This design comes from an exercise in tuning for a short achievable clock period and few clock cycles on the open sky130 flow, not from production work. Only simulation tests tie the RTL to the original design; equivalence was not proved. Power is estimated from default activity; no workload was simulated.

<file path="flow/run.sh">
#!/bin/bash
# synth_recipe.tcl (not shown) runs the flow's synth.tcl, then flattens the netlist and writes it again
# the make line also repeats each setting of config.mk as NAME=value (left out here)
make -C /OpenROAD-flow-scripts/flow DESIGN_CONFIG=/design/flow/config.mk WORK_HOME=/design/flow/orfs CLKGATE_MAP_FILE= SYNTH_SCRIPT=/design/flow/synth_recipe.tcl finish
</file>
<file path="flow/config.mk">
export PLATFORM = sky130hd
export DESIGN_NAME = tho_core
export DESIGN_NICKNAME = tho_core
export VERILOG_FILES = /design/flow/design.v
export SDC_FILE = /design/flow/constraint.sdc
export NUM_CORES = 4
export LEC_CHECK = 0
export CAP_MARGIN = 20
export CORE_MARGIN = 2
export CORE_UTILIZATION = 40
export SETUP_SLACK_MARGIN = 2.7
export SLEW_MARGIN = 20
export SYNTH_HIERARCHICAL = 1
</file>
<file path="flow/constraint.sdc">
create_clock -name core_clock -period 4.5 [get_ports {clk}]
set_input_delay 0.9000 -clock core_clock [delete_from_list [all_inputs] [get_ports {clk}]]
set_output_delay 0.9000 -clock core_clock [all_outputs]
set_load 0.01 [all_outputs]
</file>
<file path="flow/design.v">
module tho_xor2  (input wire a, b, output wire y);       assign y = a ^ b;             endmodule
module tho_xnor2 (input wire a, b, output wire y);       assign y = ~(a ^ b);          endmodule
module tho_and2  (input wire a, b, output wire y);       assign y = a & b;             endmodule
module tho_or2   (input wire a, b, output wire y);       assign y = a | b;             endmodule
module tho_andn  (input wire a, b, output wire y);       assign y = a & ~b;            endmodule
module tho_orn   (input wire a, b, output wire y);       assign y = a | ~b;            endmodule
module tho_nor2  (input wire a, b, output wire y);       assign y = ~(a | b);          endmodule
module tho_nand2 (input wire a, b, output wire y);       assign y = ~(a & b);          endmodule
module tho_nand3 (input wire a, b, c, output wire y);    assign y = ~(a & b & c);      endmodule
module tho_nand4 (input wire a, b, c, d, output wire y); assign y = ~(a & b & c & d);  endmodule
module tho_and4  (input wire a, b, c, d, output wire y); assign y = a & b & c & d;     endmodule
module tho_nor4  (input wire a, b, c, d, output wire y); assign y = ~(a | b | c | d);  endmodule
module tho_a21o  (input wire a, b, c, output wire y);    assign y = (a & b) | c;       endmodule
module tho_a21oi (input wire a, b, c, output wire y);    assign y = ~((a & b) | c);    endmodule
module tho_a221o (input wire a, b, c, d, e, output wire y);
    assign y = (a & b) | (c & d) | e;
endmodule
module tho_aoi222 (input wire a, b, c, d, e, f, output wire y);
    assign y = ~((a & b) | (c & d) | (e & f));
endmodule
module tho_and2b  (input wire an, b, output wire y);    assign y = ~an & b;           endmodule
module tho_or2b   (input wire a, bn, output wire y);    assign y = a | ~bn;           endmodule
module tho_and4x  (input wire a, b, c, d, output wire y); assign y = a & b & c & d;   endmodule
module tho_or3    (input wire a, b, c, output wire y);  assign y = a | b | c;         endmodule
module tho_nor3   (input wire a, b, c, output wire y);  assign y = ~(a | b | c);      endmodule
module tho_nand2b (input wire an, b, output wire y);    assign y = ~(~an & b);        endmodule
module tho_nor2b  (input wire a, bn, output wire y);    assign y = ~(a | ~bn);        endmodule
module tho_o21ai  (input wire a1, a2, b1, output wire y); assign y = ~((a1 | a2) & b1); endmodule
module tho_o21a   (input wire a1, a2, b1, output wire y); assign y = (a1 | a2) & b1;    endmodule
module tho_a22oi  (input wire a, b, c, d, output wire y); assign y = ~((a & b) | (c & d)); endmodule
module tho_alu_cell (
    input  wire [3:0] m,        
    input  wire [3:0] a,        
    input  wire [3:1] ao,       
    output wire [5:0] yl,
    output wire [5:0] ya,
    output wire [5:0] ys
);
    wire [3:0] p;                       
    wire [3:0] g, t, ng;                
    wire [3:0] h, u, nh;                
    genvar k;
    generate for (k = 0; k < 4; k = k + 1) begin : lv1
        tho_xor2   xp (.a(a[k]), .b(m[k]), .y(p[k]));
        tho_and2   xg (.a(a[k]), .b(m[k]), .y(g[k]));
        tho_or2    xt (.a(a[k]), .b(m[k]), .y(t[k]));
        tho_nand2  xn (.a(a[k]), .b(m[k]), .y(ng[k]));
        tho_and2b  xh (.an(m[k]), .b(a[k]), .y(h[k]));
        tho_or2b   xu (.a(a[k]), .bn(m[k]), .y(u[k]));
        tho_nand2b xm (.an(m[k]), .b(a[k]), .y(nh[k]));
    end endgenerate
    wire q10, q21, q210, q32, q321, q3210;
    wire c2, c3, c4, s1, s2, s3;
    tho_nand2 k10   (.a(t[1]), .b(g[0]), .y(q10));
    tho_nand2 k21   (.a(t[2]), .b(g[1]), .y(q21));
    tho_nand3 k210  (.a(t[2]), .b(t[1]), .c(g[0]), .y(q210));
    tho_nand2 k32   (.a(t[3]), .b(g[2]), .y(q32));
    tho_nand3 k321  (.a(t[3]), .b(t[2]), .c(g[1]), .y(q321));
    tho_nand4 k3210 (.a(t[3]), .b(t[2]), .c(t[1]), .d(g[0]), .y(q3210));
    tho_nand2 kc2   (.a(ng[1]), .b(q10), .y(c2));
    tho_nand3 kc3   (.a(ng[2]), .b(q21), .c(q210), .y(c3));
    tho_nand4 kc4   (.a(ng[3]), .b(q32), .c(q321), .d(q3210), .y(c4));
    tho_xnor2 as1   (.a(p[1]), .b(ng[0]), .y(s1));
    tho_xor2  as2   (.a(p[2]), .b(c2), .y(s2));
    tho_xor2  as3   (.a(p[3]), .b(c3), .y(s3));
    wire za;
    wire [3:1] zx;
    tho_xor2  az1   (.a(p[1]), .b(ao[1]), .y(zx[1]));
    tho_xor2  az2   (.a(p[2]), .b(ao[2]), .y(zx[2]));
    tho_xor2  az3   (.a(p[3]), .b(ao[3]), .y(zx[3]));
    tho_nor4  aza   (.a(p[0]), .b(zx[1]), .c(zx[2]), .d(zx[3]), .y(za));
    assign ya = {c4, za, s3, s2, s1, p[0]};
    wire r10, r21, r210, r32, r321, r3210;
    wire e2, e3, bo, d1, d2, d3;
    tho_nand2 j10   (.a(u[1]), .b(u[0]), .y(r10));
    tho_nand2 j21   (.a(u[2]), .b(h[1]), .y(r21));
    tho_nand3 j210  (.a(u[2]), .b(u[1]), .c(u[0]), .y(r210));
    tho_nand2 j32   (.a(u[3]), .b(h[2]), .y(r32));
    tho_nand3 j321  (.a(u[3]), .b(u[2]), .c(h[1]), .y(r321));
    tho_nand4 j3210 (.a(u[3]), .b(u[2]), .c(u[1]), .d(u[0]), .y(r3210));
    tho_nand2 je2   (.a(nh[1]), .b(r10), .y(e2));
    tho_nand3 je3   (.a(nh[2]), .b(r21), .c(r210), .y(e3));
    tho_and4x jbo   (.a(nh[3]), .b(r32), .c(r321), .d(r3210), .y(bo));    
    tho_xnor2 sd1   (.a(p[1]), .b(u[0]), .y(d1));
    tho_xnor2 sd2   (.a(p[2]), .b(e2), .y(d2));
    tho_xnor2 sd3   (.a(p[3]), .b(e3), .y(d3));
    wire zs;
    tho_nor4  szs   (.a(p[0]), .b(p[1]), .c(p[2]), .d(p[3]), .y(zs));
    assign ys = {bo, zs, d3, d2, d1, p[0]};
    wire zl;
    tho_nor4  lz (.a(m[0]), .b(m[1]), .c(m[2]), .d(m[3]), .y(zl));
    assign yl = {1'b0, zl, m};
endmodule
module tho_inv (input wire a, output wire y); assign y = ~a; endmodule
module tho_sel_dec (
    input  wire [3:0]  op, p1,
    input  wire        nen,           
    output wire [15:0] sl, sa, ss,
    output wire [15:0] dn             
);
    wire [3:0] np;
    wire nl, na, ns;                  
    wire [3:0] no;
    genvar k;
    generate for (k = 0; k < 4; k = k + 1) begin : iv
        tho_inv ip (.a(p1[k]), .y(np[k]));
        tho_inv io (.a(op[k]), .y(no[k]));
    end
    for (k = 0; k < 16; k = k + 1) begin : dec
        tho_nand4 d (.a(k & 1 ? p1[0] : np[0]), .b(k & 2 ? p1[1] : np[1]),
                     .c(k & 4 ? p1[2] : np[2]), .d(k & 8 ? p1[3] : np[3]), .y(dn[k]));
        tho_nor3  l (.a(nl), .b(dn[k]), .c(nen), .y(sl[k]));
        tho_nor3  s1 (.a(na), .b(dn[k]), .c(nen), .y(sa[k]));
        tho_nor3  s2 (.a(ns), .b(dn[k]), .c(nen), .y(ss[k]));
    end endgenerate
    tho_nand4 ol (.a(op[0]), .b(no[1]), .c(no[2]), .d(no[3]), .y(nl));    
    tho_nand4 oa (.a(no[0]), .b(no[1]), .c(op[2]), .d(no[3]), .y(na));    
    tho_nand4 os (.a(op[0]), .b(no[1]), .c(op[2]), .d(no[3]), .y(ns));    
endmodule
module tho_alu_bit (
    input  wire [15:0] sl, sa, ss,    
    input  wire [15:0] dl, da, ds,    
    input  wire        h,             
    output wire        y
);
    wire [47:0] s = {ss, sa, sl};
    wire [47:0] d = {ds, da, dl};
    wire [23:0] t;
    wire [5:0]  n;
    wire [2:0]  v;
    genvar k;
    generate for (k = 0; k < 24; k = k + 1) begin : pair
        tho_a22oi g (.a(s[2*k]), .b(d[2*k]), .c(s[2*k+1]), .d(d[2*k+1]), .y(t[k]));
    end
    for (k = 0; k < 6; k = k + 1) begin : quad
        tho_nand4 g (.a(t[4*k]), .b(t[4*k+1]), .c(t[4*k+2]), .d(t[4*k+3]), .y(n[k]));
    end
    for (k = 0; k < 3; k = k + 1) begin : half
        tho_nor2 g (.a(n[2*k]), .b(n[2*k+1]), .y(v[k]));
    end endgenerate
    tho_nand4 o (.a(v[0]), .b(v[1]), .c(v[2]), .d(h), .y(y));
endmodule
module tho_sel16 #(parameter W = 6) (
    input  wire [15:0]     oh,
    input  wire [16*W-1:0] d,
    output reg  [W-1:0]    y
);
    integer k;
    always @(*) begin
        y = {W{1'b0}};
        for (k = 0; k < 16; k = k + 1)
            y = y | ({W{oh[k]}} & d[W*k +: W]);
    end
endmodule
module tho_memw (
    input  wire       dn,        
    input  wire       nw,        
    input  wire       rst,
    input  wire [3:0] wd,        
    input  wire [3:0] m,         
    output wire [3:0] y
);
    wire we, hd;
    tho_nor2 w (.a(nw), .b(dn), .y(we));
    tho_nor2 h (.a(we), .b(rst), .y(hd));
    genvar k;
    generate for (k = 0; k < 4; k = k + 1) begin : b
        wire yn;
        tho_a22oi g (.a(we), .b(wd[k]), .c(hd), .d(m[k]), .y(yn));
        tho_inv   i (.a(yn), .y(y[k]));
    end endgenerate
endmodule
module tho_ctl (
    input  wire [3:0] op,
    input  wire       exec, zf, cf,
    input  wire       sel_ge,     
    input  wire       inc_ge,     
    input  wire       keep1,      
    input  wire       rs0, rst,
    output wire       rs1_n, rs0_n,
    output wire       stop        
);
    wire ill = (op >= 4'd13);
    wire hlt = (op == 4'd12);
    wire adv = (op <= 4'd11);
    wire jt  = (op == 4'd6) | ((op == 4'd7) & cf) | ((op == 4'd8) & ~cf) |
               ((op == 4'd9) & zf) | ((op == 4'd10) & ~zf);
    wire nge = jt ? sel_ge : inc_ge;
    assign rs1_n = ~rst & (keep1 | (exec & (ill | (adv & nge))));
    assign rs0_n = ~rst & (rs0 | (exec & (ill | hlt)));
    assign stop  = exec & (ill | hlt | (adv & nge));
endmodule
module tho_core (
    input  wire        clk,
    input  wire        rst,           
    input  wire [7:0]  prog_len,      
    output wire [7:0]  imem_addr,     
    input  wire [15:0] imem_data,     
    output reg         retire_valid,  
    output reg         out_valid,     
    output reg  [3:0]  out_data,      
    output reg  [1:0]  run_state,     
    output reg  [3:0]  fault_op,
    output reg  [7:0]  fault_pc,
    output reg  [3:0]  acc,
    output reg         zf,
    output reg         cf,
    output reg  [7:0]  pc,
    output wire [63:0] mem            
);
    localparam [1:0] RS_RUNNING = 2'd0,
                     RS_HALTED  = 2'd1,
                     RS_ENDED   = 2'd2,
                     RS_FAULTED = 2'd3;
    localparam NB = 2;
    reg [63:0] dmem;
    reg [7:0]  fa;         
    reg        wv;         
    reg [7:0]  pc1;        
    reg        pc_ge;      
    reg        rn;         
    reg [15:0] tlt;        
    reg [7:0]  plm1;       
    reg        rst_d, rst_dd;
    reg [NB-1:0] bv;
    reg [7:0]    btag [0:NB-1];
    reg [3:0]    bop  [0:NB-1];
    reg [3:0]    btgt [0:NB-1];
    reg [NB-1:0] rr;         
    reg          cur_hit;    
    assign mem       = dmem;
    assign imem_addr = fa;
    wire [3:0] op = imem_data[15:12];
    wire [3:0] p1 = imem_data[11:8];
    wire [3:0] p2 = imem_data[7:4];
    wire running = (run_state == RS_RUNNING);
    wire exec    = rn & wv;
    integer i;
    wire [16*6-1:0] cl, ca, cs;
    wire [3:1] ao;
    assign ao[1] = acc[0];
    tho_or2  ao2 (.a(acc[1]), .b(acc[0]), .y(ao[2]));
    tho_or3  ao3 (.a(acc[2]), .b(acc[1]), .c(acc[0]), .y(ao[3]));
    genvar g;
    generate
        for (g = 0; g < 16; g = g + 1) begin : alu_cell
            tho_alu_cell u (.m(dmem[4*g +: 4]), .a(acc), .ao(ao),
                            .yl(cl[6*g +: 6]), .ya(ca[6*g +: 6]), .ys(cs[6*g +: 6]));
        end
    endgenerate
    wire is_lda = (op == 4'd1);
    wire is_sta = (op == 4'd2);
    wire is_sto = (op == 4'd3);
    wire is_add = (op == 4'd4);
    wire is_sub = (op == 4'd5);
    wire is_out = (op == 4'd11);
    wire is_hlt = (op == 4'd12);
    wire is_ill = (op >= 4'd13);
    wire is_jmp = (op >= 4'd6) && (op <= 4'd10);
    wire is_alu = is_lda | is_add | is_sub;
    wire is_adv = (op <= 4'd11);            
    wire       hold   = ~(exec & is_alu) & ~rst;
    wire [15:0] sl, sa, ss;
    wire [15:0] dn;
    wire       nen    = ~(exec & ~rst);
    tho_sel_dec sd (.op(op), .p1(p1), .nen(nen), .sl(sl), .sa(sa), .ss(ss), .dn(dn));
    wire [5:0] alu_d;
    wire [5:0] alu_q = {cf, zf, acc};
    generate
        for (g = 0; g < 6; g = g + 1) begin : alu_out
            wire [15:0] dl, da, ds;
            wire        h;
            genvar c;
            for (c = 0; c < 16; c = c + 1) begin : col
                assign dl[c] = cl[6*c + g];
                assign da[c] = ca[6*c + g];
                assign ds[c] = cs[6*c + g];
            end
            if (g == 4) begin : hz       
                tho_a21oi hg (.a(hold), .b(alu_q[g]), .c(rst), .y(h));
            end else begin : hn
                tho_nand2 hg (.a(hold), .b(alu_q[g]), .y(h));
            end
            tho_alu_bit u (.sl(sl), .sa(sa), .ss(ss), .dl(dl), .da(da), .ds(ds), .h(h), .y(alu_d[g]));
        end
    endgenerate
    wire [15:0] tk = {5'd0, ~zf, zf, ~cf, cf, 1'b1, 6'd0};
    wire        jt = tk[op];
    wire       inc_ge = (pc == plm1);                    
    wire       seq_ok = (fa == pc1);                     
    wire       tgt_ok = (fa[7:4] == 4'd0) & (fa[3:0] == p1);
    wire [7:0] next_pc = jt ? {4'd0, p1} : pc1;
    wire [7:0] next_pc1 = jt ? ({4'd0, p1} + 8'd1) : (pc1 + 8'd1);
    wire [15:0] gtk;
    wire [3:0]  gq;
    wire        sel_ge;
    genvar gk;
    generate
        for (gk = 0; gk < 16; gk = gk + 1) begin : ge_t
            tho_nor2 u (.a(dn[gk]), .b(tlt[gk]), .y(gtk[gk]));
        end
        for (gk = 0; gk < 4; gk = gk + 1) begin : ge_q
            tho_nor4 u (.a(gtk[4*gk]), .b(gtk[4*gk+1]), .c(gtk[4*gk+2]), .d(gtk[4*gk+3]), .y(gq[gk]));
        end
    endgenerate
    tho_nand4 ge_o (.a(gq[0]), .b(gq[1]), .c(gq[2]), .d(gq[3]), .y(sel_ge));
    wire rs1_n, rs0_n, stop;
    tho_ctl ctl (.op(op), .exec(exec), .zf(zf), .cf(cf), .sel_ge(sel_ge), .inc_ge(inc_ge),
                 .keep1(run_state[1] | (pc_ge & ~run_state[0])), .rs0(run_state[0]), .rst(rst),
                 .rs1_n(rs1_n), .rs0_n(rs0_n), .stop(stop));
    reg [NB-1:0] hit_v;
    reg [3:0]    ptgt;
    reg          ptk;
    integer e;
    always @(*) begin
        ptgt = 4'd0;
        ptk  = 1'b0;
        for (e = 0; e < NB; e = e + 1) begin
            hit_v[e] = bv[e] & (btag[e] == fa);
            ptgt = ptgt | ({4{hit_v[e]}} & btgt[e]);
            ptk  = ptk  | (hit_v[e] & tk[bop[e]]);
        end
    end
    wire       phit = |hit_v;
    wire [7:0] pred = ptk ? {4'd0, ptgt} : (fa + 8'd1);
    wire [7:0] fa_seq = (wv & ~seq_ok) ? pc1 : pred;
    wire [7:0] fa_tgt = (wv & ~tgt_ok) ? {4'd0, p1} : pred;
    wire [7:0] fa_n   = jt ? fa_tgt : fa_seq;
    wire       wv_n   = ~wv | (jt ? tgt_ok : seq_ok);
    wire        nw = ~(exec & (is_sta | is_sto));
    wire [3:0]  wd = is_sto ? p2 : acc;
    wire [63:0] dmem_d;
    generate
        for (g = 0; g < 16; g = g + 1) begin : mw
            tho_memw u (.dn(dn[g]), .nw(nw), .rst(rst), .wd(wd), .m(dmem[4*g +: 4]), .y(dmem_d[4*g +: 4]));
        end
    endgenerate
    always @(posedge clk) begin
        run_state <= {rs1_n, rs0_n};
        dmem <= dmem_d;
        acc <= alu_d[3:0];
        zf  <= alu_d[4];
        cf  <= alu_d[5];
    end
    always @(posedge clk) begin
        rst_d  <= rst;
        rst_dd <= rst_d;
        if (rst) begin
            pc           <= 8'd0;
            pc1          <= 8'd1;
            fault_op     <= 4'd0;
            fault_pc     <= 8'd0;
            retire_valid <= 1'b0;
            out_valid    <= 1'b0;
            out_data     <= 4'd0;
            plm1         <= prog_len - 8'd1;
            pc_ge        <= (prog_len == 8'd0);
            rn           <= (prog_len != 8'd0);
            for (i = 0; i < 16; i = i + 1)
                tlt[i] <= (i[7:0] < prog_len);
            bv           <= {NB{1'b0}};
            rr           <= {{(NB-1){1'b0}}, 1'b1};
            cur_hit      <= 1'b0;
            if (!rst_d) begin
                fa <= 8'd0;
                wv <= 1'b0;
            end else if (!rst_dd) begin
                fa <= 8'd1;
                wv <= 1'b1;
            end else begin
                fa <= 8'd0;
                wv <= 1'b0;
            end
        end else begin
            fa      <= fa_n;
            wv      <= wv_n;
            cur_hit <= phit;
            retire_valid <= exec & (is_adv | is_hlt);
            out_valid    <= exec & is_out;
            if (exec & is_out)
                out_data <= acc;
            if (exec & is_adv) begin
                pc  <= next_pc;
                pc1 <= next_pc1;
            end
            if (stop)
                rn <= 1'b0;
            if (exec & is_ill) begin
                fault_op <= op;
                fault_pc <= pc;
            end
            if (exec & is_jmp & ~cur_hit) begin
                for (e = 0; e < NB; e = e + 1) begin
                    if (rr[e]) begin
                        bv[e]   <= 1'b1;
                        btag[e] <= pc;
                        bop[e]  <= op;
                        btgt[e] <= p1;
                    end
                end
                rr <= {rr[NB-2:0], rr[NB-1]};
            end
        end
    end
endmodule
</file>
==> results of run 1 <==
-- per-module statistics from Yosys, one instance, submodules excluded, excerpt --
module	cells inside	flip-flops and latches	cell area, µm²
tho_nand2b	1	0	6.26
tho_nand3	1	0	5.00
tho_nor3	1	0	10.0
tho_core	530	180	6440
tho_and2	1	0	6.26
tho_xnor2	1	0	8.76
tho_or3	1	0	6.26
tho_xor2	1	0	8.76
tho_a22oi	1	0	12.5
tho_or2	1	0	6.26
tho_nor4	1	0	12.5
tho_nand4	1	0	6.26
tho_and2b	1	0	13.8
tho_nor2	1	0	3.75
tho_ctl	23	0	163
-- worst max-delay path, delay by kind of cell, from the launching register on --
kind,cells,cell delay [ns]
and+or+nand+nor,6,0.85
buffers and inverters,3,0.63
DFF,1,0.45
AOI/OAI and AO/OA,1,0.23
-- cells by family (layout without fill, tap and decap cells) --
logic type	count (synthesis)	count (layout)	synth area share [%]
AND/OR/NAND/NOR	1002	1010	32.3
buffers and inverters	401	553	14.0
AO/OA/AOI/OAI	285	285	17.2
XOR/XNOR	260	260	12.2
flip-flops	180	180	22.4
multiplexers	23	26	1.26
other	16	17	0.321
adder cells (fa/ha/maj)	6	6	0.401
-- repair_timing --
item                                     CTS  global route
resized for setup                       1021           151
cloned                                    18             8
setup buffers                            171           100
pin swaps                                 60           106
endpoints found under the setup margin   290           260
-- per-stage QoR --
step	total power, mW	cells
after global routing	4.17	2943
after floorplan	2.08	2173
after global placement	2.22	2614
after CTS	3.94	2835
final	4.05	2944
after detailed placement	2.23	2614
-- cell type report --
class                   count  area (µm²)
diodes                      1        2.50
clock buffers              18         439
clock inverters            14         176
fillers                  3987       21600
inverters                  86         338
multi-input cells        1603       13800
flip-flops and latches    180        4530
well taps                 607         759
repair buffers            435        4730
-- routing by layer --
metal	share of wire, %	track usage [%]	vias up	wire, µm
met5	0	0	-	0
met4	5.4	13.0	0	3790
met3	8.7	5.86	241	6120
met2	46	42.8	844	31900
met1	40	35.2	8505	28200
li1	-	-	7715	-
-- state kept, by name, summed over array words and instances (netlist names), 2 cells and up --
register and count:
fa 8, acc 4, btgt 8, bv 2
run_state 2, btag 16, fault_pc 8, plm1 8
rr 2, pc 8, dmem 64, fault_op 4
bop 8, tlt 16, pc1 8, out_data 4
-- power breakdown --
group	leakage, nW	switching, mW	total (mW)	internal [mW]
sequential	1.63	0.0415	1.72	1.68
clock	0.296	0.839	1.61	0.768
combinational	8.53	0.413	0.728	0.314
total	10.5	1.29	4.05	2.76
-- cell usage in the layout (no fill, tap or decap), drive strengths merged, types with 5 or more instances in the layout --
cell type / Yosys / layout
buf: 297 / 418
nand4: 118 / 118
dfxtp: 122 / 122
xnor2: 103 / 103
or2: 54 / 54
edfxtp: 58 / 58
conb: 16 / 16
o21ai: 16 / 16
xor2: 157 / 157
nor2b: 33 / 33
nor4: 56 / 56
a22o: 5 / 5
nand4b: 5 / 5
and4: 17 / 17
mux2: 5 / 8
and2: 54 / 56
mux2i: 18 / 18
a22oi: 210 / 210
a21oi: 15 / 15
ha: 6 / 6
nor2: 122 / 122
inv: 86 / 90
nor3: 57 / 57
nand2b: 119 / 119
clkbuf: 18 / 24
nand2: 241 / 247
nand3: 109 / 109
clkinv: 0 / 7
-- path summary, 6_finish.rpt --
path | to | slack (ns) | depth (start not counted)
hold reg to reg | rst_dd$_DFF_P_ | 0.36 | 0
setup reg to reg | cf$_DFF_P_ | 2.22 | 10
setup / recovery | cf$_DFF_P_ | 2.22 | 10
hold / removal | rst_dd$_DFF_P_ | 0.36 | 0
==> key figures, run 1 <==
Synthesis
  – Synth warn: 10
  – Syn Area/Cell: 8.61 µm²
  – Syn nets: 2205
  – Post-synth ARST share: 0%
  – EDFF count, synth: 58
  – Cell taking the most area after synthesis: a22oi_2
  – Synth area leaders: a22oi_2, dfxtp_1, buf_4
  – Commonest cells in the netlist: buf_4, nand2_1, a22oi_2
  – Syn Inst Count: 2173
  – Yosys top cell area share: 13.9%
  – Sequential share of the synthesized area: 22.4%
  – Synth cell types: 72
  – Predominant post-synthesis flop cell: dfxtp_1
  – Cell area after synthesis: 18700 µm²
  – Most frequent cell after synthesis: buf_4
  – Flops & latches, synth: 180

Power and ir drop
  – Leakage: 10.5 nW
  – Pwr Density: 164 nW/µm²
  – Max IR drop VDD: 0.275 mV

Routing
  – Post-Route WL: 70.0 mm
  – # DRC: 0
  – DR pass1 iterations: 7
  – Via Count: 17300
  – DR vias/cell: 5.88
  – ANT nets after route: 0
  – DRT iter0 DRCs: 1699
  – Routed WL per cell: 23.8 µm

Timing
  – Clk_skew: 0.0176 ns
  – Final Cycle Share: 50.8%
  – Minimum clock period: 2.28 ns
  – Final WS setup: 2.22 ns
  – Final hold slack: 0.356 ns
  – Final slew viol count: 0
  – Worst slew pin tran: 0.611 ns
  – RSZ-0062 raised after global routing: yes
  – Fin. Hold Viols: 0
  – Final TNS setup: 0 ns
  – Max transition margin: 59.1%
  – Final setup violation count: 0
  – Peak Freq: 438 MHz

Finish
  – Nets@finish: 2355
  – Layout area overhead: 32.2%
  – Share of cells above drive strength 1: 48.8%
  – Final core utilization: 53.4%
  – Final instance area: 24700 µm²

Critical path
  – Worst path slowest cell: dfxtp_4
  – Most frequent CP cell: nand4_1
  – Peak per-stage delay on the critical path: 0.45 ns
  – Worst setup SP type: register
  – CP Max Fanout: 9
  – CP Data Required Time: 4.87 ns
  – R2r startpoint: acc[2]$_DFF_P_
  – CP Cell Sequence: buf_12 -> bufbuf_16 -> buf_4 -> nor2b_4 -> nand2_1 -> and4_1 -> a22oi_2 -> nand4_1 -> nor2_1 -> nand4_1
  – Crit Path Class: register to register
  – Crit. Startpoint: acc[2]$_DFF_P_
  – Worst setup EP type: register
  – Critical path arrival: 2.66 ns

Min path
  – Worst min-delay path class: register to register
  – Hold Crit Start: rst_d$_DFF_P_

Global route
  – Vias in the first global route: 16100
  – Total global-route track usage: 27.1%
  – Initial antenna violation count: 1
  – Largest net degree at the start of global routing: 50
  – First-pass GRT wire length: 98.8 mm
  – Grt ovf: 0

CTS
  – Max H-tree Level: 4
  – Cts hold-fix bufs: 0
  – CTS Sinks: 180
  – Root buf cell: clkbuf_16
  – Max Root-Sink Buffers: 2
  – CTS tree: done
  – Clk slew on worst S/H paths: 0.08 ns
  – Clk Latency, worst-skew pair: 0.51 ns
  – Num CTS Buffers: 17

Placement
  – I/O Buffers: 127
  – Post-place instance area: 18900 µm²
  – Final GP Congestion: 0.946
  – DP HPWL: 39.7 mm
  – Pre-CTS WS: 0.614 ns

Die
  – Die H: 220 µm
  – Rows: 79
  – I/O Pins: 132
  – Initial Utilization: 40.4%
  – Die area: 48500 µm²
  – Die width: 220 µm
  – Core Area: 46400 µm²

Run status
  – Status: no timing/DRC/antenna violations

Flow run
  – Maxcap violations: 0
Testbench counts, summed over its fixed seeds: cycles 74,218.
==> inputs of run 2 (changes only) <==
--- a/flow/design.v
+++ b/flow/design.v
@@ -117,11 +117,11 @@
     tho_nand4 oa (.a(no[0]), .b(no[1]), .c(op[2]), .d(no[3]), .y(na));    
     tho_nand4 os (.a(op[0]), .b(no[1]), .c(op[2]), .d(no[3]), .y(ns));    
 endmodule
-module tho_alu_bit (
-    input  wire [15:0] sl, sa, ss,    
-    input  wire [15:0] dl, da, ds,    
-    input  wire        h,             
-    output wire        y
+module tho_alu_bit #(parameter NC = 1) (
+    input  wire [15:0]   sl, sa, ss,    
+    input  wire [15:0]   dl, da, ds,    
+    input  wire [NC-1:0] h,             
+    output wire [NC-1:0] y              
 );
     wire [47:0] s = {ss, sa, sl};
     wire [47:0] d = {ds, da, dl};
@@ -138,7 +138,9 @@
     for (k = 0; k < 3; k = k + 1) begin : half
         tho_nor2 g (.a(n[2*k]), .b(n[2*k+1]), .y(v[k]));
     end endgenerate
-    tho_nand4 o (.a(v[0]), .b(v[1]), .c(v[2]), .d(h), .y(y));
+    generate for (k = 0; k < NC; k = k + 1) begin : cp
+        tho_nand4 o (.a(v[0]), .b(v[1]), .c(v[2]), .d(h[k]), .y(y[k]));
+    end endgenerate
 endmodule
 module tho_sel16 #(parameter W = 6) (
     input  wire [15:0]     oh,
@@ -172,7 +174,7 @@
 endmodule
 module tho_ctl (
     input  wire [3:0] op,
-    input  wire       exec, zf, cf,
+    input  wire       exec, jt,
     input  wire       sel_ge,     
     input  wire       inc_ge,     
     input  wire       keep1,      
@@ -183,13 +185,31 @@
     wire ill = (op >= 4'd13);
     wire hlt = (op == 4'd12);
     wire adv = (op <= 4'd11);
-    wire jt  = (op == 4'd6) | ((op == 4'd7) & cf) | ((op == 4'd8) & ~cf) |
-               ((op == 4'd9) & zf) | ((op == 4'd10) & ~zf);
     wire nge = jt ? sel_ge : inc_ge;
     assign rs1_n = ~rst & (keep1 | (exec & (ill | (adv & nge))));
     assign rs0_n = ~rst & (rs0 | (exec & (ill | hlt)));
     assign stop  = exec & (ill | hlt | (adv & nge));
 endmodule
+module tho_jt (input wire [3:0] op, input wire zf, cf, output wire jt);
+    wire [3:0] no;
+    wire ncf, nzf, n6, n7, n8, n9, n10, u1, u2;
+    genvar k;
+    generate for (k = 0; k < 4; k = k + 1) begin : iv
+        tho_inv i (.a(op[k]), .y(no[k]));
+    end endgenerate
+    tho_inv   ic (.a(cf), .y(ncf));
+    tho_inv   iz (.a(zf), .y(nzf));
+    tho_nand4 d6  (.a(no[3]), .b(op[2]), .c(op[1]), .d(no[0]), .y(n6));
+    tho_nand4 d7  (.a(no[3]), .b(op[2]), .c(op[1]), .d(op[0]), .y(n7));
+    tho_nand4 d8  (.a(op[3]), .b(no[2]), .c(no[1]), .d(no[0]), .y(n8));
+    tho_nand4 d9  (.a(op[3]), .b(no[2]), .c(no[1]), .d(op[0]), .y(n9));
+    tho_nand4 d10 (.a(op[3]), .b(no[2]), .c(op[1]), .d(no[0]), .y(n10));
+    tho_o22a  c1  (.a1(n7), .a2(ncf), .b1(n8), .b2(cf), .y(u1));    
+    tho_o22a  c2  (.a1(n9), .a2(nzf), .b1(n10), .b2(zf), .y(u2));   
+    tho_nand3 o   (.a(n6), .b(u1), .c(u2), .y(jt));
+endmodule
+module tho_o22a (input wire a1, a2, b1, b2, output wire y); assign y = (a1 | a2) & (b1 | b2); endmodule
+module tho_mx2  (input wire s, a, b, output wire y);         assign y = s ? b : a;            endmodule
 module tho_core (
     input  wire        clk,
     input  wire        rst,           
@@ -214,6 +234,7 @@
                      RS_FAULTED = 2'd3;
     localparam NB = 2;
     reg [63:0] dmem;
+    reg [15:0] accx;       
     reg [7:0]  fa;         
     reg        wv;         
     reg [7:0]  pc1;        
@@ -237,14 +258,16 @@
     wire exec    = rn & wv;
     integer i;
     wire [16*6-1:0] cl, ca, cs;
-    wire [3:1] ao;
-    assign ao[1] = acc[0];
-    tho_or2  ao2 (.a(acc[1]), .b(acc[0]), .y(ao[2]));
-    tho_or3  ao3 (.a(acc[2]), .b(acc[1]), .c(acc[0]), .y(ao[3]));
+    wire [12:1] ao;
     genvar g;
     generate
+        for (g = 0; g < 4; g = g + 1) begin : alu_ao
+            assign ao[3*g+1] = accx[4*g];
+            tho_or2  ao2 (.a(accx[4*g+1]), .b(accx[4*g]), .y(ao[3*g+2]));
+            tho_or3  ao3 (.a(accx[4*g+2]), .b(accx[4*g+1]), .c(accx[4*g]), .y(ao[3*g+3]));
+        end
         for (g = 0; g < 16; g = g + 1) begin : alu_cell
-            tho_alu_cell u (.m(dmem[4*g +: 4]), .a(acc), .ao(ao),
+            tho_alu_cell u (.m(dmem[4*g +: 4]), .a(accx[4*(g/4) +: 4]), .ao(ao[3*(g/4)+1 +: 3]),
                             .yl(cl[6*g +: 6]), .ya(ca[6*g +: 6]), .ys(cs[6*g +: 6]));
         end
     endgenerate
@@ -259,12 +282,13 @@
     wire is_jmp = (op >= 4'd6) && (op <= 4'd10);
     wire is_alu = is_lda | is_add | is_sub;
     wire is_adv = (op <= 4'd11);            
-    wire       hold   = ~(exec & is_alu) & ~rst;
+    wire       nrst   = ~rst;
     wire [15:0] sl, sa, ss;
     wire [15:0] dn;
     wire       nen    = ~(exec & ~rst);
     tho_sel_dec sd (.op(op), .p1(p1), .nen(nen), .sl(sl), .sa(sa), .ss(ss), .dn(dn));
     wire [5:0] alu_d;
+    wire [15:0] accx_d;
     wire [5:0] alu_q = {cf, zf, acc};
     generate
         for (g = 0; g < 6; g = g + 1) begin : alu_out
@@ -276,16 +300,31 @@
                 assign da[c] = ca[6*c + g];
                 assign ds[c] = cs[6*c + g];
             end
+            wire xa;                     
+            tho_nand2 hx (.a(exec), .b(is_alu), .y(xa));
             if (g == 4) begin : hz       
-                tho_a21oi hg (.a(hold), .b(alu_q[g]), .c(rst), .y(h));
-            end else begin : hn
-                tho_nand2 hg (.a(hold), .b(alu_q[g]), .y(h));
+                wire hq;
+                tho_nand2 hq0 (.a(alu_q[g]), .b(xa), .y(hq));
+                tho_and2  hg (.a(hq), .b(nrst), .y(h));
+                tho_alu_bit u (.sl(sl), .sa(sa), .ss(ss), .dl(dl), .da(da), .ds(ds), .h(h), .y(alu_d[g]));
+            end else if (g == 5) begin : hc
+                tho_nand3 hg (.a(alu_q[g]), .b(xa), .c(nrst), .y(h));
+                tho_alu_bit u (.sl(sl), .sa(sa), .ss(ss), .dl(dl), .da(da), .ds(ds), .h(h), .y(alu_d[g]));
+            end else begin : ha
+                wire [4:0] h5;
+                tho_nand3 hg0 (.a(acc[g]), .b(xa), .c(nrst), .y(h5[0]));
+                genvar c2;
+                for (c2 = 0; c2 < 4; c2 = c2 + 1) begin : hx
+                    tho_nand3 hg (.a(accx[4*c2 + g]), .b(xa), .c(nrst), .y(h5[c2+1]));
+                end
+                tho_alu_bit #(.NC(5)) u (.sl(sl), .sa(sa), .ss(ss), .dl(dl), .da(da), .ds(ds), .h(h5),
+                                         .y({accx_d[12+g], accx_d[8+g], accx_d[4+g], accx_d[g], alu_d[g]}));
             end
-            tho_alu_bit u (.sl(sl), .sa(sa), .ss(ss), .dl(dl), .da(da), .ds(ds), .h(h), .y(alu_d[g]));
         end
     endgenerate
     wire [15:0] tk = {5'd0, ~zf, zf, ~cf, cf, 1'b1, 6'd0};
-    wire        jt = tk[op];
+    wire        jt;
+    tho_jt tj (.op(op), .zf(zf), .cf(cf), .jt(jt));
     wire       inc_ge = (pc == plm1);                    
     wire       seq_ok = (fa == pc1);                     
     wire       tgt_ok = (fa[7:4] == 4'd0) & (fa[3:0] == p1);
@@ -305,7 +344,7 @@
     endgenerate
     tho_nand4 ge_o (.a(gq[0]), .b(gq[1]), .c(gq[2]), .d(gq[3]), .y(sel_ge));
     wire rs1_n, rs0_n, stop;
-    tho_ctl ctl (.op(op), .exec(exec), .zf(zf), .cf(cf), .sel_ge(sel_ge), .inc_ge(inc_ge),
+    tho_ctl ctl (.op(op), .exec(exec), .jt(jt), .sel_ge(sel_ge), .inc_ge(inc_ge),
                  .keep1(run_state[1] | (pc_ge & ~run_state[0])), .rs0(run_state[0]), .rst(rst),
                  .rs1_n(rs1_n), .rs0_n(rs0_n), .stop(stop));
     reg [NB-1:0] hit_v;
@@ -325,8 +364,14 @@
     wire [7:0] pred = ptk ? {4'd0, ptgt} : (fa + 8'd1);
     wire [7:0] fa_seq = (wv & ~seq_ok) ? pc1 : pred;
     wire [7:0] fa_tgt = (wv & ~tgt_ok) ? {4'd0, p1} : pred;
-    wire [7:0] fa_n   = jt ? fa_tgt : fa_seq;
-    wire       wv_n   = ~wv | (jt ? tgt_ok : seq_ok);
+    wire       r2     = rst_d & ~rst_dd;
+    wire [8:0] f_seq  = rst ? {r2, 7'd0, r2} : {~wv | seq_ok, fa_seq};
+    wire [8:0] f_tgt  = rst ? {r2, 7'd0, r2} : {~wv | tgt_ok, fa_tgt};
+    wire [8:0] f_d;
+    genvar fk;
+    generate for (fk = 0; fk < 9; fk = fk + 1) begin : fmx
+        tho_mx2 m (.s(jt), .a(f_seq[fk]), .b(f_tgt[fk]), .y(f_d[fk]));
+    end endgenerate
     wire        nw = ~(exec & (is_sta | is_sto));
     wire [3:0]  wd = is_sto ? p2 : acc;
     wire [63:0] dmem_d;
@@ -337,8 +382,12 @@
     endgenerate
     always @(posedge clk) begin
         run_state <= {rs1_n, rs0_n};
+        fa <= f_d[7:0];
+        wv <= f_d[8];
+        rn <= rst ? (prog_len != 8'd0) : (rn & ~stop);
         dmem <= dmem_d;
         acc <= alu_d[3:0];
+        accx <= accx_d;
         zf  <= alu_d[4];
         cf  <= alu_d[5];
     end
@@ -355,25 +404,12 @@
             out_data     <= 4'd0;
             plm1         <= prog_len - 8'd1;
             pc_ge        <= (prog_len == 8'd0);
-            rn           <= (prog_len != 8'd0);
             for (i = 0; i < 16; i = i + 1)
                 tlt[i] <= (i[7:0] < prog_len);
             bv           <= {NB{1'b0}};
             rr           <= {{(NB-1){1'b0}}, 1'b1};
             cur_hit      <= 1'b0;
-            if (!rst_d) begin
-                fa <= 8'd0;
-                wv <= 1'b0;
-            end else if (!rst_dd) begin
-                fa <= 8'd1;
-                wv <= 1'b1;
-            end else begin
-                fa <= 8'd0;
-                wv <= 1'b0;
-            end
         end else begin
-            fa      <= fa_n;
-            wv      <= wv_n;
             cur_hit <= phit;
             retire_valid <= exec & (is_adv | is_hlt);
             out_valid    <= exec & is_out;
@@ -383,8 +419,6 @@
                 pc  <= next_pc;
                 pc1 <= next_pc1;
             end
-            if (stop)
-                rn <= 1'b0;
             if (exec & is_ill) begin
                 fault_op <= op;
                 fault_pc <= pc;
--- a/flow/config.mk
+++ b/flow/config.mk
@@ -7,7 +7,7 @@
 export LEC_CHECK = 0
 export CAP_MARGIN = 20
 export CORE_MARGIN = 2
-export CORE_UTILIZATION = 40
-export SETUP_SLACK_MARGIN = 2.7
+export CORE_UTILIZATION = 30
+export SETUP_SLACK_MARGIN = 3.0
 export SLEW_MARGIN = 20
 export SYNTH_HIERARCHICAL = 1
==> run 2 against run 1 <==
Effect of this change: still clean; combinational power increased by 28%; die area increased by 37%; via count increased by 2.1%; critical path depth increased by 2; synthesized area increased by 3.7%; critical path type is now input port to register.
==> key figures, run 2 <==
Critical path
  – Crit-path leading delay family: simple AND/OR/NAND/NOR gates
  – Crit Path Class: input port to register
  – Worst path slowest cell: nand4_1
  – R2R depth: 7 (-3)
  – CP bufs+invs: 6 (+3)
  – Worst setup SP type: input port
  – CP Data Required Time: 4.88 ns (about the same)
  – Peak per-stage delay on the critical path: 0.28 ns (-0.17 ns)
  – Worst setup EP type: register
  – CP Cell Sequence: buf_8 -> buf_8 -> inv_4 -> nand4_1 -> buf_12 -> buf_16 -> nor3_4 -> buf_12 -> a22oi_2 -> nand4_1 -> nor2_4 -> nand4_1
  – Critical path arrival: 2.67 ns (about the same)
  – CP Max Fanout: 8 (-1)
  – CP Depth: 12 (+2)
  – Most frequent CP cell: nand4_1

Synthesis
  – Cell area after synthesis: 19400 µm² (+3.7%)
  – EDFF count, synth: 57 (-1.7%)
  – Syn nets: 2286 (+3.7%)
  – Sequential share of the synthesized area: 23.2% (+0.81 points)
  – Predominant post-synthesis flop cell: dfxtp_1
  – Synth cell types: 62 (-14%)
  – Flops & latches, synth: 196 (+8.9%)
  – Syn Inst Count: 2253 (+3.7%)
  – Post-synth ARST share: 0% (unchanged)
  – Syn Area/Cell: 8.61 µm² (about the same)
  – Cell taking the most area after synthesis: dfxtp_1
  – Synth area leaders: dfxtp_1, a22oi_2, buf_4
  – Commonest cells in the netlist: buf_4, nand2_1, a22oi_2
  – Most frequent cell after synthesis: buf_4
  – Synth warn: 10 (unchanged)
  – Yosys top cell area share: 14.3% (+0.44 points)

Routing
  – Via Count: 17700 (+2.1%)
  – DR vias/cell: 5.40 (-8.1%)
  – DR pass1 iterations: 6 (-1)
  – ANT nets after route: 0 (unchanged)
  – Routed WL per cell: 22.1 µm (-7.3%)
  – DRT iter0 DRCs: 1422 (-16%)
  – # DRC: 0 (unchanged)
  – Post-Route WL: 72.2 mm (+3.1%)

CTS
  – Max Root-Sink Buffers: 2 (unchanged)
  – Clk Latency, worst-skew pair: 0.52 ns (about the same)
  – Cts hold-fix bufs: 0 (unchanged)
  – Clk slew on worst S/H paths: 0.09 ns (about the same)
  – Max H-tree Level: 4 (unchanged)
  – CTS tree: done
  – CTS Sinks: 196 (+8.9%)
  – Root buf cell: clkbuf_16
  – Num CTS Buffers: 17 (unchanged)

Min path
  – Worst hold path depth: 0 (unchanged)
  – Worst min-delay path class: register to register

Timing
  – Final setup violation count: 0 (unchanged)
  – Final Cycle Share: 50.9% (+0.13 points)
  – RSZ-0062 raised after global routing: yes
  – Final TNS setup: 0 ns (unchanged)
  – Worst slew pin tran: 0.628 ns (+0.0164 ns)
  – Minimum clock period: 2.29 ns (+0.00580 ns)
  – Max transition margin: 58.1% (-0.94 points)
  – Fin. Hold Viols: 0 (unchanged)
  – Final hold slack: 0.363 ns (+0.00727 ns)
  – Clk_skew: 0.0186 ns (+0.00103 ns)
  – Final slew viol count: 0 (unchanged)
  – Peak Freq: 437 MHz (-0.25%)

Global route
  – Total global-route track usage: 20.8% (-6.3 points)
  – Grt ovf: 0 (unchanged)
  – Initial antenna violation count: 0 (-1)
  – Largest net degree at the start of global routing: 47 (-6.0%)
  – Vias in the first global route: 17200 (+7.2%)
  – First-pass GRT wire length: 106 mm (+7.8%)

Die
  – Die H: 258 µm (+17%)
  – Initial Utilization: 30.2% (-10 points)
  – I/O Pins: 132 (unchanged)
  – Die area: 66700 µm² (+37%)
  – Die width: 258 µm (+17%)
  – Core Area: 64200 µm² (+39%)
  – Rows: 93 (+18%)

Power and ir drop
  – Total chip power: 4.56 mW (+12%)
  – Comb power frac: 20.4% (+2.4 points)
  – Pwr Density: 177 nW/µm² (+7.9%)
  – Cell Int Power: 3.11 mW (+13%)
  – Sequential share of power: 41.3% (-1.1 points)
  – Switching power: 1.45 mW (+12%)
  – Leakage: 10.9 nW (+4.1%)
  – Clk pwr share: 38.3% (-1.4 points)
  – Max IR drop VDD: 0.228 mV (-17%)
  – Sw frac: 31.7% (-0.19 points)

Finish
  – Filler cells: 6151 (+54%)
  – Filler-free cell count of the finished design: 3272 (+11%)
  – Storage cell area: 4900 µm² (+8.1%)
  – Ant diodes: 0 (-1)
  – Final instance area: 25800 µm² (+4.2%)
  – Commonest non-fill, non-tap cell in the layout: nand2_1
  – Most flops, register: dmem
  – Layout area overhead: 32.9%
  – Multi-input logic area: 14300 µm² (+3.6%)
  – Max reg flops: 64 (unchanged)
  – Share of cells above drive strength 1: 48.7% (-0.063 points)
  – Nets@finish: 2437 (+3.5%)
  – Most frequent cells in the layout: nand2_1, a22oi_2, buf_4

Placement
  – Dpl cells: 2940 (+12%)
  – DP HPWL: 44.8 mm (+13%)
  – Post-place instance area: 19900 µm² (+5.7%)
  – I/O Buffers: 127 (unchanged)
  – Final GP Congestion: 0.905 (-4.4%)

Flow run
  – Maxcap violations: 0 (unchanged)

Run status
  – Status: no timing/DRC/antenna violations
## run 2: area by class of cell
type	instances	share of cell area, %
clock buffer	19	1.84
clock inverter	13	0.738
inverter	99	1.64
multi-input combinational	1659	55.3
sequential	196	19.0
tap	855	4.15
timing repair buffer	431	17.3
## run 2: timing repair
item                        CTS  global route
gates resized for setup    1109           134
setup endpoints to repair   324           287
buffers inserted            227            54
pin swaps                   108            89
gates cloned                 15             4
## run 2: path summary, 6_finish.rpt
kind / start / end / slack (ns)
hold / removal: rst_d$_DFF_P_ / rst_dd$_DFF_P_ / 0.36
hold reg to reg: rst_d$_DFF_P_ / rst_dd$_DFF_P_ / 0.36
setup / recovery: imem_data[15] / accx[3]$_DFF_P_ / 2.21
setup reg to reg: zf$_DFF_P_ / fa[0]$_DFF_P_ / 2.22
## run 2: logic make-up (layout without fill, tap and decap cells)
logic type	after synthesis	in the layout	synth area share, %
AND/OR/NAND/NOR	1051	1060	32.7
buffers and inverters	411	562	13.6
AO/OA/AOI/OAI	274	274	15.8
XOR/XNOR	261	261	11.8
flip-flops	196	196	23.2
multiplexers	37	41	2.18
other	16	16	0.310
adder cells (fa/ha/maj)	7	7	0.452
## run 2: per-stage QoR
stage	utilization [%]	setup WS, ns
after floorplan	-	1.78
after global placement	31.0	0.855
after detailed placement	31.0	0.781
after CTS	38.4	2.27
after global routing	40.1	2.09
final	40.1	2.21
## run 2: per-module statistics from Yosys, one instance, submodules excluded, excerpt
module     area (µm²)  flip-flops and latches
tho_a22oi        12.5                       0
tho_xnor2        8.76                       0
tho_xor2         8.76                       0
tho_nand4        6.26                       0
tho_and2         6.26                       0
tho_or3          6.26                       0
tho_nand3        5.00                       0
tho_nand2        3.75                       0
tho_inv          3.75                       0
## run 2: worst reg2reg max path: cells and delay by family, from the launching register on
family          cells  cell delay [ns]
mux                 2             0.45
compound gates      3             0.89
flops               1             0.44
simple gates        2             0.43
## run 2: metal layers
| metal | vias up | share of wire, % | track usage (%) |
|---|---|---|---|
| met3 | 170 | 6.9 | 4.04 |
| li1 | 8025 | - | - |
| met1 | 8722 | 42 | 26.8 |
| met2 | 753 | 47 | 34.1 |
| met5 | - | 0 | 0 |
| met4 | 0 | 4.3 | 8.73 |
## run 2: power by group through the flow
stage	Sequential [mW]	Combinational, mW	Clock, mW
after floorplan	1.95	0.404	0
after global placement	1.99	0.527	0
after detailed placement	1.99	0.539	0
after CTS	1.88	0.818	1.77
after global routing	1.89	0.976	1.84
final	1.88	0.931	1.74
Testbench counts of run 2, summed over its fixed seeds: cycles 74,218.
==> inputs of run 3 (changes only) <==
--- a/flow/config.mk
+++ b/flow/config.mk
@@ -7,7 +7,7 @@
 export LEC_CHECK = 0
 export CAP_MARGIN = 20
 export CORE_MARGIN = 2
-export CORE_UTILIZATION = 30
-export SETUP_SLACK_MARGIN = 3.0
+export CORE_UTILIZATION = 40
+export SETUP_SLACK_MARGIN = 2.7
 export SLEW_MARGIN = 20
 export SYNTH_HIERARCHICAL = 1
==> run 3 against run 2 <==
Effect of this change: combinational power decreased by 6.0%; first-iteration DRC count increased by 15%; still clean on timing, DRC and antenna; sequential share of layout area increased by 0.75 points; total power decreased by 3.8%.
==> key figures, run 3 <==
Global route
  – Total global-route track usage: 26.6% (+5.8 points)
  – Vias in the first global route: 16800 (-2.8%)
  – Initial antenna violation count: 0 (unchanged)
  – Largest net degree at the start of global routing: 75 (+60%)
  – First-pass GRT wire length: 102 mm (-3.8%)
  – Grt ovf: 0 (unchanged)

Timing
  – Final Cycle Share: 50.8% (-0.077 points)
  – Clk_skew: 0.0132 ns (-0.00535 ns)
  – Minimum clock period: 2.29 ns (-0.00348 ns)
  – Worst slew pin tran: 0.710 ns (+0.0821 ns)
  – Fin. Hold Viols: 0 (unchanged)
  – Max transition margin: 52.7% (-5.5 points)
  – Final setup violation count: 0 (unchanged)
  – Final TNS setup: 0 ns (unchanged)
  – RSZ-0062 raised after global routing: yes
  – Final slew viol count: 0 (unchanged)
  – Peak Freq: 437 MHz (+0.15%)
  – Final WS setup: 2.21 ns (+0.00348 ns)
  – Final hold slack: 0.359 ns (-0.00458 ns)

Critical path
  – Worst setup EP type: register
  – R2R depth: 7 (unchanged)
  – Peak per-stage delay on the critical path: 0.30 ns (+0.02 ns)
  – Worst setup SP type: input port
  – Crit. Startpoint: imem_data[14]
  – Crit Path Class: input port to register
  – CP Max Fanout: 8 (unchanged)
  – Reg2Reg Capture Point: fa[0]$_DFF_P_
  – Critical path arrival: 2.65 ns (-0.02 ns)
  – Most frequent CP cell: nand4_1
  – R2r startpoint: bop[0][1]$_DFFE_PP_
  – Worst path slowest cell: nand4_1
  – CP Data Required Time: 4.86 ns (-0.02 ns)
  – CP Cell Sequence: buf_12 -> buf_8 -> nand4_1 -> buf_4 -> buf_16 -> buf_6 -> nor3_4 -> buf_12 -> a22oi_2 -> nand4_1 -> nor2_4 -> nand4_1
  – FF-to-FF setup slack: 2.25 ns (+0.03 ns)

Synthesis
  – Predominant post-synthesis flop cell: dfxtp_1
  – Most frequent cell after synthesis: buf_4
  – Synth area leaders: dfxtp_1, a22oi_2, buf_4
  – Syn Area/Cell: 8.61 µm² (unchanged)
  – Cell taking the most area after synthesis: dfxtp_1
  – Sequential share of the synthesized area: 23.2% (unchanged)
  – Synth warn: 10 (unchanged)
  – Cell area after synthesis: 19400 µm² (unchanged)
  – EDFF count, synth: 57 (unchanged)
  – Yosys top cell area share: 14.3% (unchanged)
  – Syn nets: 2286 (unchanged)
  – Commonest cells in the netlist: buf_4, nand2_1, a22oi_2
  – Syn Inst Count: 2253 (unchanged)
  – Post-synth ARST share: 0% (unchanged)
  – Flops & latches, synth: 196 (unchanged)
  – Synth cell types: 62 (unchanged)

Finish
  – Most frequent cells in the layout: nand2_1, buf_4, a22oi_2
  – Ant diodes: 0 (unchanged)
  – Filler cells: 4258 (-31%)
  – Commonest non-fill, non-tap cell in the layout: nand2_1
  – Max reg flops: 64 (unchanged)
  – Layout area overhead: 27.8%
  – Filler-free cell count of the finished design: 3026 (-7.5%)
  – Share of cells above drive strength 1: 45.7% (-3.0 points)
  – Nets@finish: 2431 (-0.25%)
  – Most flops, register: dmem

Placement
  – Dpl cells: 2705 (-8.0%)
  – DP HPWL: 42.7 mm (-4.7%)
  – Pre-CTS WS: 0.786 ns (+0.00454 ns)
  – I/O Buffers: 127 (unchanged)
  – Final GP Congestion: 0.900 (-0.49%)

CTS
  – Clk slew on worst S/H paths: 0.09 ns (about the same)
  – Max Root-Sink Buffers: 2 (unchanged)
  – CTS Sinks: 196 (unchanged)
  – Clk Latency, worst-skew pair: 0.48 ns (-0.04 ns)
  – CTS tree: done
  – Num CTS Buffers: 17 (unchanged)
  – Max H-tree Level: 4 (unchanged)
  – Root buf cell: clkbuf_16

Die
  – Die width: 224 µm (-13%)
  – Core Area: 47800 µm² (-26%)
  – Initial Utilization: 40.5% (+10 points)
  – Rows: 80 (-14%)
  – Die H: 224 µm (-13%)
  – I/O Pins: 132 (unchanged)
  – Die area: 50300 µm² (-25%)

Routing
  – Post-Route WL: 68.3 mm (-5.4%)
  – DR pass1 iterations: 7 (+1)
  – DRT iter0 DRCs: 1635 (+15%)
  – Routed WL per cell: 22.6 µm (+2.3%)
  – Via Count: 17600 (-0.62%)
  – # DRC: 0 (unchanged)
  – DR vias/cell: 5.80 (+7.5%)
  – ANT nets after route: 0 (unchanged)

Flow run
  – Maxcap violations: 0 (unchanged)

Run status
  – Status: no timing/DRC/antenna violations

Min path
  – Worst hold path endpoint: rst_dd$_DFF_P_
  – Worst min-delay path class: register to register
  – Worst hold path depth: 0 (unchanged)
  – Hold Crit Start: rst_d$_DFF_P_

Power and ir drop
  – Max IR drop VDD: 0.302 mV (+33%)
  – Pwr Density: 177 nW/µm² (about the same)
  – Leakage: 10.7 nW (-1.6%)
==> run 3: metrics by stage <==
step	total power, mW	instance area (µm²)	utilization [%]
after detailed placement	2.53	19600	41.0
final	4.38	24800	51.8
after CTS	4.33	24200	50.7
after floorplan	2.35	19800	-
after global routing	4.53	24800	51.8
after global placement	2.52	19600	41.0
==> run 3: power breakdown <==
part | total [mW] | internal, mW | switching [mW]
Clock | 1.61 | 0.796 | 0.818
Combinational | 0.875 | 0.390 | 0.485
Sequential | 1.89 | 1.82 | 0.0725
==> run 3: cell type report <==
cell class / instances / area [µm²] / share of cell area, %
timing repair buffer: 425 / 4310 / 17.4
sequential: 196 / 4900 / 19.7
clock inverter: 13 / 163 / 0.656
inverter: 99 / 404 / 1.63
clock buffer: 19 / 433 / 1.75
multi-input combinational: 1659 / 13800 / 55.7
tap: 615 / 769 / 3.10
==> run 3: repair_timing <==
item / 4_1_cts / 5_1_grt
pin swaps: 152 / 71
hold buffers: 0 / 0
endpoints found under the setup margin: 322 / 259
buffers inserted: 241 / 30
resized for setup: 1036 / 76
cloned: 17 / 1
==> run 3: modules after synthesis, one instance, submodules excluded, excerpt <==
module | times used | flip-flops and latches
tho_and2 | 49 | 0
tho_and2b | 32 | 0
tho_and4x | 16 | 0
tho_core | 1 | 196
tho_mx2 | 9 | 0
tho_nand2 | 199 | 0
tho_nand2b | 48 | 0
tho_nand4 | 131 | 0
tho_nor3 | 48 | 0
tho_nor4 | 52 | 0
tho_or2 | 52 | 0
tho_or2b | 64 | 0
tho_or3 | 4 | 0
tho_xor2 | 144 | 0
==> run 3: worst max-delay path by stage <==
stage	end	cells after the start
floorplan	accx[13]$_DFF_P_	7
global placement	acc[2]$_DFF_P_	8
detailed placement	acc[2]$_DFF_P_	8
CTS	fa[0]$_DFF_P_	7
global route	fa[0]$_DFF_P_	7
finish	accx[6]$_DFF_P_	12
==> run 3: cells by family after synthesis <==
kind of cell               synth area share [%]
other                                     0.310
and+or+nand+nor                            32.7
xor gates and xnor gates                   11.8
buffers and inverters                      13.6
muxes                                      2.18
adders and majority gates                 0.452
AOI/OAI and AO/OA                          15.8
DFF                                        23.2
==> run 3: routing by layer <==
layer  vias to the layer above  GRT usage, %  wire length [µm]
li1                       8014             -                 -
met1                      8591          35.3             28700
met2                       768          42.7             31300
met3                       187          4.11              4870
met4                         0          11.9              3410
met5                         -             0                 0
==> run 3: critical path: cells and delay by family <==
| family | cells | cell delay [ns] |
|---|---|---|
| buf+inv | 6 | 0.79 |
| simple gates | 5 | 0.78 |
| compound gates | 1 | 0.16 |

re-timing with driven ports:
The results above use ideal ports. As a check the final layouts listed here were re-extracted and re-timed, cells and wires unchanged. Step 1, drivers: a clkbuf_16 drives clk and a buf_2 each remaining input, both assumed. Step 2 moves the port delays by t, midway between the first and last clock arrival at a register: inputs arrive t later, outputs are due t later. That takes back most of the time a late clock gives input paths. Three values: no drivers, after step 1, after step 2; two values: the first two.
run | shift t [ns] | slack for setup (ns) | worst slew at a driven data input, ns
run 1 | 0.558 | 2.216 / 2.216 / 1.720 | 0.18
run 2 | 0.563 | 2.210 / 2.199 / 1.636 | 0.10
run 3 | 0.532 | 2.214 / 2.222 / 1.691 | 0.09
After both steps setup and hold are still met in every run listed. For run 2, which loses most, drivers alone change the setup slack by -0.011 ns; drivers and shift together by -0.574 ns.
